This is an optimization exercise on Yosys and OpenROAD, whose aim is small area, not a production implementation. At most, simulation tests tie the RTL to the original design; equivalence was not proved. The flow treats the clock pin as an ideal source, which a real chip does not have.

==> inputs of run a <==
==> flow/design.v <==
module iccm_link (
    input  wire         clk,
    input  wire         rst,           
    input  wire         rx,
    output wire         tx,
    input  wire         cmd_valid,
    input  wire [7:0]   cmd,
    output wire         cmd_ready,
    input  wire         msg_we,
    input  wire [7:0]   msg_byte,
    output reg          resp_valid,
    output wire         resp_avail,
    output wire [4:0]   resp_len,
    output wire [159:0] resp_data,
    output wire [15:0]  status,
    output wire [4:0]   cursor,
    output reg  [6:0]   events
);
    localparam integer N = 20;             
    localparam integer M = 16;             
    localparam [7:0] C_INIT  = 8'h01;
    localparam [7:0] C_SEND  = 8'h02;
    localparam [7:0] C_AVAIL = 8'h03;
    localparam [7:0] C_READ  = 8'h04;
    localparam [7:0] C_CLEAR = 8'h05;
    localparam [7:0] C_DIS   = 8'h06;
    localparam [7:0] C_EN    = 8'h07;
    reg        dis;                        
    reg        ss;                         
    reg        data_avail;
    reg        pclr;                       
    reg        ovf;
    reg        edge_pend;
    reg        init_done;
    reg  [4:0] cur;
    reg  [7:0] rbuf [0:N-1];
    reg        rx_prev;
    reg        rx_active;
    reg        tx_active;
    reg  [5:0] tmr;                        
    reg  [3:0] bcnt;                       
    reg        cb0;                        
    reg        cm;                         
    reg        tx_stx;                     
    reg        invalid_input;
    reg        faulted;
    reg  [7:0] msg [0:M-1];                
    reg  [4:0] msg_cnt;                    
    reg        msg_rsv;
    wire [1:0] link = {dis | tx_active, dis | ss};
    wire edge_ie  = init_done;
    wire ep1      = edge_pend | (edge_ie & ~rx_prev & rx);
    wire activate = ~rst & ~faulted & ~rx_active & ep1 & init_done;
    wire ev_bail  = activate & (tx_active | dis);
    wire rx_start = activate & ~(tx_active | dis);
    localparam [5:0] T_RX = 6'd50;
    localparam [5:0] T_TX = 6'd32;
    wire tmr_fb   = tmr[5] ^ tmr[4] ^ (tmr[4:0] == 5'd0);
    wire tick_end = tmr == (tx_active ? T_TX : T_RX);
    wire rx_ev    = ~rst & rx_active & tick_end;
    wire samp     = rx_ev & (bcnt != 4'd0) & (bcnt != 4'd9);
    wire rx_done  = rx_ev & (bcnt == 4'd9);
    wire n_rx_active = rx_start | (rx_active & ~rx_done);
    wire is_stx = rx_done & ~cb0 & cm;
    wire is_etx = rx_done &  cb0 & cm;
    wire is_oth = rx_done & ~cm;
    wire full   = cur[4] & cur[2];         
    wire ev_msg_ready = is_etx & ss & ~full;
    wire ev_etx_lost  = is_etx & ss &  full;
    wire ev_overflow  = is_oth & ss &  full;
    wire ev_drop      = (is_etx | is_oth) & ~ss;
    wire push         = (is_etx | is_oth) & ss & ~full;
    wire [4:0] cur_up  = {&cur[3:0], &cur[2:0], &cur[1:0], cur[0], 1'b1};
    wire [4:0] p4_cur  = is_stx ? 5'd0 : cur ^ ({5{push}} & cur_up);
    wire       p4_da   = ~is_stx & (data_avail | ev_msg_ready);
    wire       p4_ovf  = ~is_stx & (ovf | ev_overflow);
    wire       p4_ss   = is_stx | (ss & ~is_etx);
    wire       p4_ep   = ~faulted & ep1 & ~activate & ~rx_done |
                         faulted & edge_pend;
    assign cmd_ready = ~tx_active & ~n_rx_active;
    wire do_cmd   = cmd_valid & cmd_ready;
    wire illegal  = (cmd == 8'h00) || (cmd > C_EN);
    wire send_cmd = do_cmd & (cmd == C_SEND);
    wire ok       = do_cmd & ~faulted & ~illegal & (init_done | cmd == C_INIT);
    wire bad      = do_cmd & ~faulted & (illegal | (~init_done & cmd != C_INIT));
    wire c_init  = ok & (cmd == C_INIT);
    wire c_send  = ok & (cmd == C_SEND);
    wire c_read  = ok & (cmd == C_READ);
    wire c_avail = ok & (cmd == C_AVAIL);
    wire c_clr   = ok & ((cmd == C_CLEAR) | (cmd == C_INIT)) | pclr;
    wire c_dis   = ok & (cmd == C_DIS);
    wire c_en    = ok & ((cmd == C_EN) | (cmd == C_INIT));
    wire ev_tx_rej = ~rst & c_send & p4_ss;
    wire admit     = c_send & ~p4_ss;
    wire tx_ev     = ~rst & tx_active & tick_end;
    wire frame_end = tx_ev & (bcnt == 4'd9);
    wire msg_left  = msg_cnt != 5'd0;
    wire data_end  = frame_end & ~tx_stx & msg_left;
    wire tx_done   = frame_end & ~tx_stx & ~msg_left;
    wire pad       = tx_active & tx_stx & (bcnt == 4'd0) & (tmr[5:4] == 2'b00) &
                     ~msg_cnt[4] & (tmr[3:0] >= msg_cnt[3:0]);
    wire [7:0] tx_byte = tx_stx ? 8'h02 : (msg_left ? msg[M-1] : 8'h03);
    wire [9:0] tx_raw  = {1'b0, tx_byte, 1'b1};
    assign tx = tx_active & tx_raw[bcnt];
    wire stage     = msg_we & ~tx_active & ~send_cmd;
    wire stage_in  = stage & ~msg_cnt[4];
    wire msg_shift = stage_in | pad | data_end;
    always @(posedge clk) begin
        if (rst) begin
            edge_pend     <= 1'b0;
            init_done     <= 1'b0;
            rx_active     <= 1'b0;
            tx_active     <= 1'b0;
            invalid_input <= 1'b0;
            faulted       <= 1'b0;
            msg_rsv       <= 1'b0;
            resp_valid    <= 1'b0;
        end else begin
            edge_pend     <= p4_ep & ~c_init;
            init_done     <= init_done | c_init;
            rx_active     <= n_rx_active;
            tx_active     <= admit | (tx_active & ~tx_done);
            invalid_input <= invalid_input | (admit & msg_rsv);
            faulted       <= faulted | bad;
            resp_valid    <= c_read | c_avail;
            if (send_cmd)
                msg_rsv <= 1'b0;
            else if (stage && (msg_byte == 8'h02 || msg_byte == 8'h03))
                msg_rsv <= 1'b1;
        end
    end
    wire [4:0] cnt_up = {&msg_cnt[3:0], &msg_cnt[2:0], &msg_cnt[1:0],
                         msg_cnt[0], 1'b1};
    wire [4:0] cnt_dn = {~|msg_cnt[3:0], ~|msg_cnt[2:0], ~|msg_cnt[1:0],
                         ~msg_cnt[0], 1'b1};
    wire [4:0] cnt_tg = ({5{stage_in}} & cnt_up) | ({5{data_end}} & cnt_dn);
    always @(posedge clk) begin
        if (rst || (send_cmd && !admit))
            msg_cnt <= 5'd0;
        else
            msg_cnt <= msg_cnt ^ cnt_tg;
    end
    integer i;
    always @(posedge clk) begin
        events     <= {tx_done, ev_tx_rej, ev_bail, ev_drop,
                       ev_overflow, ev_etx_lost, ev_msg_ready};
        rx_prev    <= rx;
        cur        <= c_clr ? 5'd0 : p4_cur;
        data_avail <= ~c_clr & p4_da;
        ovf        <= ~c_clr & p4_ovf;
        ss         <= p4_ss & ~c_dis & ~c_init;
        dis        <= (dis | c_dis) & ~c_en;
        pclr       <= c_read;
        if (rx_start | admit)
            tmr <= 6'd0;
        else
            tmr <= {tmr[4:0], tmr_fb};
        if (rx_start | admit)
            bcnt <= 4'd0;
        else if (tick_end)
            bcnt <= (bcnt == 4'd9) ? 4'd0 : bcnt + 4'd1;
        if (admit)
            tx_stx <= 1'b1;
        else if (frame_end)
            tx_stx <= 1'b0;
        if (samp) begin
            if (bcnt == 4'd1) cb0 <= rx;
            if (bcnt == 4'd2) cm <= rx;
            else if (bcnt != 4'd1) cm <= cm & ~rx;
        end
        for (i = 0; i < N; i = i + 1)
            if (samp && cur == i) rbuf[i] <= {rx, rbuf[i][7:1]};
        if (msg_shift) begin
            msg[0] <= msg_byte;
            for (i = 1; i < M; i = i + 1)
                msg[i] <= msg[i-1];
        end
    end
    genvar g;
    generate
        for (g = 0; g < N; g = g + 1) begin : g_resp
            assign resp_data[8*g +: 8] = rbuf[g];
        end
    endgenerate
    assign resp_avail = data_avail;
    assign resp_len   = cur - {4'd0, data_avail};
    assign status = {4'b0000, faulted, invalid_input, tx_active, rx_active,
                     init_done, edge_ie, edge_pend, ovf & ~pclr,
                     data_avail & ~pclr, ss, link};
    assign cursor = cur & {5{~pclr}};
endmodule
==> flow/flow/run.sh <==
#!/bin/bash
# Standard layout with the smallest port buffers and a lighter clock tree.
set -o pipefail
export BUFFER_PORTS_ARGS="-buffer_cell sky130_fd_sc_hd__buf_1"
export CTS_ARGS="-sink_clustering_enable -repair_clock_nets -dont_use_dummy_load -buf_list sky130_fd_sc_hd__clkbuf_8 -root_buf sky130_fd_sc_hd__clkbuf_8 -tree_buf sky130_fd_sc_hd__clkbuf_4 -sink_clustering_size 20 -sink_clustering_max_diameter 50"
bash standard.sh > standard.log 2>&1
==> flow/standard.sh <==
#!/bin/bash
# synth_recipe.tcl (not shown) runs the flow's synth.tcl, then flattens the netlist and writes it again
# the make line also repeats each setting of config.mk as NAME=value (left out here)
make -C /OpenROAD-flow-scripts/flow DESIGN_CONFIG=/design/flow/config.mk WORK_HOME=/design/flow/orfs CLKGATE_MAP_FILE= SYNTH_SCRIPT=/design/flow/synth_recipe.tcl "${@:-finish}"
==> flow/config.mk <==
export PLATFORM = sky130hd
export DESIGN_NAME = iccm_link
export DESIGN_NICKNAME = iccm_link
export VERILOG_FILES = /design/flow/design.v
export SDC_FILE = /design/flow/constraint.sdc
export NUM_CORES = 4
export LEC_CHECK = 0
export CAP_MARGIN = 20
export CORE_MARGIN = 2
export CORE_UTILIZATION = 75
export SLEW_MARGIN = 20
==> flow/constraint.sdc <==
create_clock -name core_clock -period 10.0 [get_ports {clk}]
set_input_delay 2.0000 -clock core_clock [delete_from_list [all_inputs] [get_ports {clk}]]
set_output_delay 2.0000 -clock core_clock [all_outputs]
set_load 0.01 [all_outputs]
==> run b (differences from run a) <==
--- a/flow/design.v
+++ b/flow/design.v
@@ -52,3 +52,3 @@
     wire ep1      = edge_pend | (edge_ie & ~rx_prev & rx);
-    wire activate = ~rst & ~faulted & ~rx_active & ep1 & init_done;
+    wire activate = ~faulted & ~rx_active & ep1 & init_done;
     wire ev_bail  = activate & (tx_active | dis);
@@ -59,3 +59,3 @@
     wire tick_end = tmr == (tx_active ? T_TX : T_RX);
-    wire rx_ev    = ~rst & rx_active & tick_end;
+    wire rx_ev    = rx_active & tick_end;
     wire samp     = rx_ev & (bcnt != 4'd0) & (bcnt != 4'd9);
@@ -92,5 +92,5 @@
     wire c_en    = ok & ((cmd == C_EN) | (cmd == C_INIT));
-    wire ev_tx_rej = ~rst & c_send & p4_ss;
+    wire ev_tx_rej = c_send & p4_ss;
     wire admit     = c_send & ~p4_ss;
-    wire tx_ev     = ~rst & tx_active & tick_end;
+    wire tx_ev     = tx_active & tick_end;
     wire frame_end = tx_ev & (bcnt == 4'd9);
@@ -117,2 +117,3 @@
             resp_valid    <= 1'b0;
+            events        <= 7'd0;
         end else begin
@@ -125,2 +126,4 @@
             resp_valid    <= c_read | c_avail;
+            events        <= {tx_done, ev_tx_rej, ev_bail, ev_drop,
+                              ev_overflow, ev_etx_lost, ev_msg_ready};
             if (send_cmd)
@@ -144,4 +147,2 @@
     always @(posedge clk) begin
-        events     <= {tx_done, ev_tx_rej, ev_bail, ev_drop,
-                       ev_overflow, ev_etx_lost, ev_msg_ready};
         rx_prev    <= rx;
==> flow/flow/run.sh (replaced) <==
#!/bin/bash
# Standard layout with the smallest port buffers, a lighter clock tree and
# gate downsizing where timing allows.
set -o pipefail
export BUFFER_PORTS_ARGS="-buffer_cell sky130_fd_sc_hd__buf_1"
export CTS_ARGS="-sink_clustering_enable -repair_clock_nets -dont_use_dummy_load -buf_list sky130_fd_sc_hd__clkbuf_8 -root_buf sky130_fd_sc_hd__clkbuf_16 -sink_clustering_size 20 -sink_clustering_max_diameter 50"
export REMOVE_ABC_BUFFERS=1
export RECOVER_POWER=100
bash standard.sh > standard.log 2>&1
==> run c (differences from run a) <==
--- a/flow/design.v
+++ b/flow/design.v
@@ -52,3 +52,3 @@
     wire ep1      = edge_pend | (edge_ie & ~rx_prev & rx);
-    wire activate = ~rst & ~faulted & ~rx_active & ep1 & init_done;
+    wire activate = ~faulted & ~rx_active & ep1 & init_done;
     wire ev_bail  = activate & (tx_active | dis);
@@ -59,3 +59,3 @@
     wire tick_end = tmr == (tx_active ? T_TX : T_RX);
-    wire rx_ev    = ~rst & rx_active & tick_end;
+    wire rx_ev    = rx_active & tick_end;
     wire samp     = rx_ev & (bcnt != 4'd0) & (bcnt != 4'd9);
@@ -72,4 +72,3 @@
     wire push         = (is_etx | is_oth) & ss & ~full;
-    wire [4:0] cur_up  = {&cur[3:0], &cur[2:0], &cur[1:0], cur[0], 1'b1};
-    wire [4:0] p4_cur  = is_stx ? 5'd0 : cur ^ ({5{push}} & cur_up);
+    wire [4:0] p4_cur  = is_stx ? 5'd0 : (push ? cur + 5'd1 : cur);
     wire       p4_da   = ~is_stx & (data_avail | ev_msg_ready);
@@ -92,5 +91,5 @@
     wire c_en    = ok & ((cmd == C_EN) | (cmd == C_INIT));
-    wire ev_tx_rej = ~rst & c_send & p4_ss;
+    wire ev_tx_rej = c_send & p4_ss;
     wire admit     = c_send & ~p4_ss;
-    wire tx_ev     = ~rst & tx_active & tick_end;
+    wire tx_ev     = tx_active & tick_end;
     wire frame_end = tx_ev & (bcnt == 4'd9);
@@ -115,4 +114,6 @@
             faulted       <= 1'b0;
+            msg_cnt       <= 5'd0;
             msg_rsv       <= 1'b0;
             resp_valid    <= 1'b0;
+            events        <= 7'd0;
         end else begin
@@ -125,18 +126,14 @@
             resp_valid    <= c_read | c_avail;
-            if (send_cmd)
+            events        <= {tx_done, ev_tx_rej, ev_bail, ev_drop,
+                              ev_overflow, ev_etx_lost, ev_msg_ready};
+            if (send_cmd) begin
+                if (!admit) msg_cnt <= 5'd0;
                 msg_rsv <= 1'b0;
-            else if (stage && (msg_byte == 8'h02 || msg_byte == 8'h03))
-                msg_rsv <= 1'b1;
+            end else if (stage) begin
+                if (stage_in) msg_cnt <= msg_cnt + 5'd1;
+                if (msg_byte == 8'h02 || msg_byte == 8'h03) msg_rsv <= 1'b1;
+            end else if (data_end) begin
+                msg_cnt <= msg_cnt - 5'd1;
+            end
         end
-    end
-    wire [4:0] cnt_up = {&msg_cnt[3:0], &msg_cnt[2:0], &msg_cnt[1:0],
-                         msg_cnt[0], 1'b1};
-    wire [4:0] cnt_dn = {~|msg_cnt[3:0], ~|msg_cnt[2:0], ~|msg_cnt[1:0],
-                         ~msg_cnt[0], 1'b1};
-    wire [4:0] cnt_tg = ({5{stage_in}} & cnt_up) | ({5{data_end}} & cnt_dn);
-    always @(posedge clk) begin
-        if (rst || (send_cmd && !admit))
-            msg_cnt <= 5'd0;
-        else
-            msg_cnt <= msg_cnt ^ cnt_tg;
     end
@@ -144,4 +141,2 @@
     always @(posedge clk) begin
-        events     <= {tx_done, ev_tx_rej, ev_bail, ev_drop,
-                       ev_overflow, ev_etx_lost, ev_msg_ready};
         rx_prev    <= rx;
==> flow/flow/run.sh (replaced) <==
#!/bin/bash
# Standard layout with the smallest port buffers and a lighter clock tree.
set -o pipefail
export BUFFER_PORTS_ARGS="-buffer_cell sky130_fd_sc_hd__buf_1"
export CTS_ARGS="-sink_clustering_enable -repair_clock_nets -dont_use_dummy_load -buf_list sky130_fd_sc_hd__clkbuf_16 -root_buf sky130_fd_sc_hd__clkbuf_16 -sink_clustering_size 36 -sink_clustering_max_diameter 100"
bash standard.sh > standard.log 2>&1
==> impl_metrics.yaml <==
power_and_ir_drop:
  sequentialPower_mw: 1.57
  p_sw_frac: 0.196
min_path:
  hold_start: "msg[5][1]$_DFFE_PP_"
drt:
  wl_mm: 20.8
status:
  so.violations: "max-capacitance violations, max-slew violations"
  status: "finished with violations"
global_routing:
  grt_first_pass_wirelength_mm: 31.2
timing:
  fin_ws_ps: 3180
  slew_violations: 20
worst_setup_path:
  cp.required_ps: 10060
  worstReg2RegStart: "tx_active$_SDFF_PP0_"
die:
  n_tap_cell: 184
placement:
  gp_congestion: 0.829
run:
  cap_viol_max_count: 1
The numbers above come from run b.

==> impl_metrics.yaml <==
timing:
  fin_ws_ps: 4400
  slew_violations: 0
drt:
  wl_mm: 21.3
power_and_ir_drop:
  sequentialPower_mw: 1.66
worst_setup_path:
  worstReg2RegStart: "tx_active$_SDFF_PP0_"
  cp.required_ps: 8000
min_path:
  hold_start: "msg[3][7]$_DFFE_PP_"
status:
  status: "finished clean"
die:
  n_tap_cell: 188
logic_synthesis:
  synth-seq-cells: 332
  synthCells: 631
placement:
  gp_congestion: 0.837
run:
  cap_viol_max_count: 0
The numbers above come from run c.

==> impl_metrics.yaml <==
global_routing:
  grt_first_pass_wirelength_mm: 31.7
timing:
  fin_ws_ps: 4180
  slew_violations: 0
die:
  n_tap_cell: 184
status:
  status: "finished clean"
worst_setup_path:
  cp.required_ps: 8000
  worstReg2RegStart: "bcnt[0]$_SDFFE_PP0N_"
power_and_ir_drop:
  sequentialPower_mw: 1.58
drt:
  wl_mm: 20.9
min_path:
  hold_start: "msg[11][1]$_DFFE_PP_"
The numbers above come from run a.

Function not checked in run a: the RTL went through the layout flow alone.

re-timing with driven ports:
How much do the figures lean on ideal ports? The routed layouts below were timed once more, with nothing changed but the port constraints. Step 1 sets driving cells, clkbuf_16 on the clock port and buf_2 on the other inputs (assumed; they add their load-dependent delay and slew). Step 2 moves the port delays by t, midway between the first and last clock arrival at a register: inputs arrive t later, outputs are due t later. That takes back most of the time a late clock gives input paths. Slacks: ideal / step 1 / step 2; pairs: ideal / step 1.
run	shift t [ns]	slack for setup (ns)	clock arrival spread, ns	worst register clock-pin slew, ns
run a	0.551	4.184 / 4.163 / 4.163	0.040 / 0.041	0.11 / 0.11
run b	0.512	3.185 / 3.200 / 2.688	0.058 / 0.058	0.11 / 0.11
run c	0.503	4.401 / 4.379 / 4.357	0.062 / 0.062	0.12 / 0.12
The setup slack of run b, which loses most, moves by +0.015 ns with the drivers and by -0.497 ns with both steps.
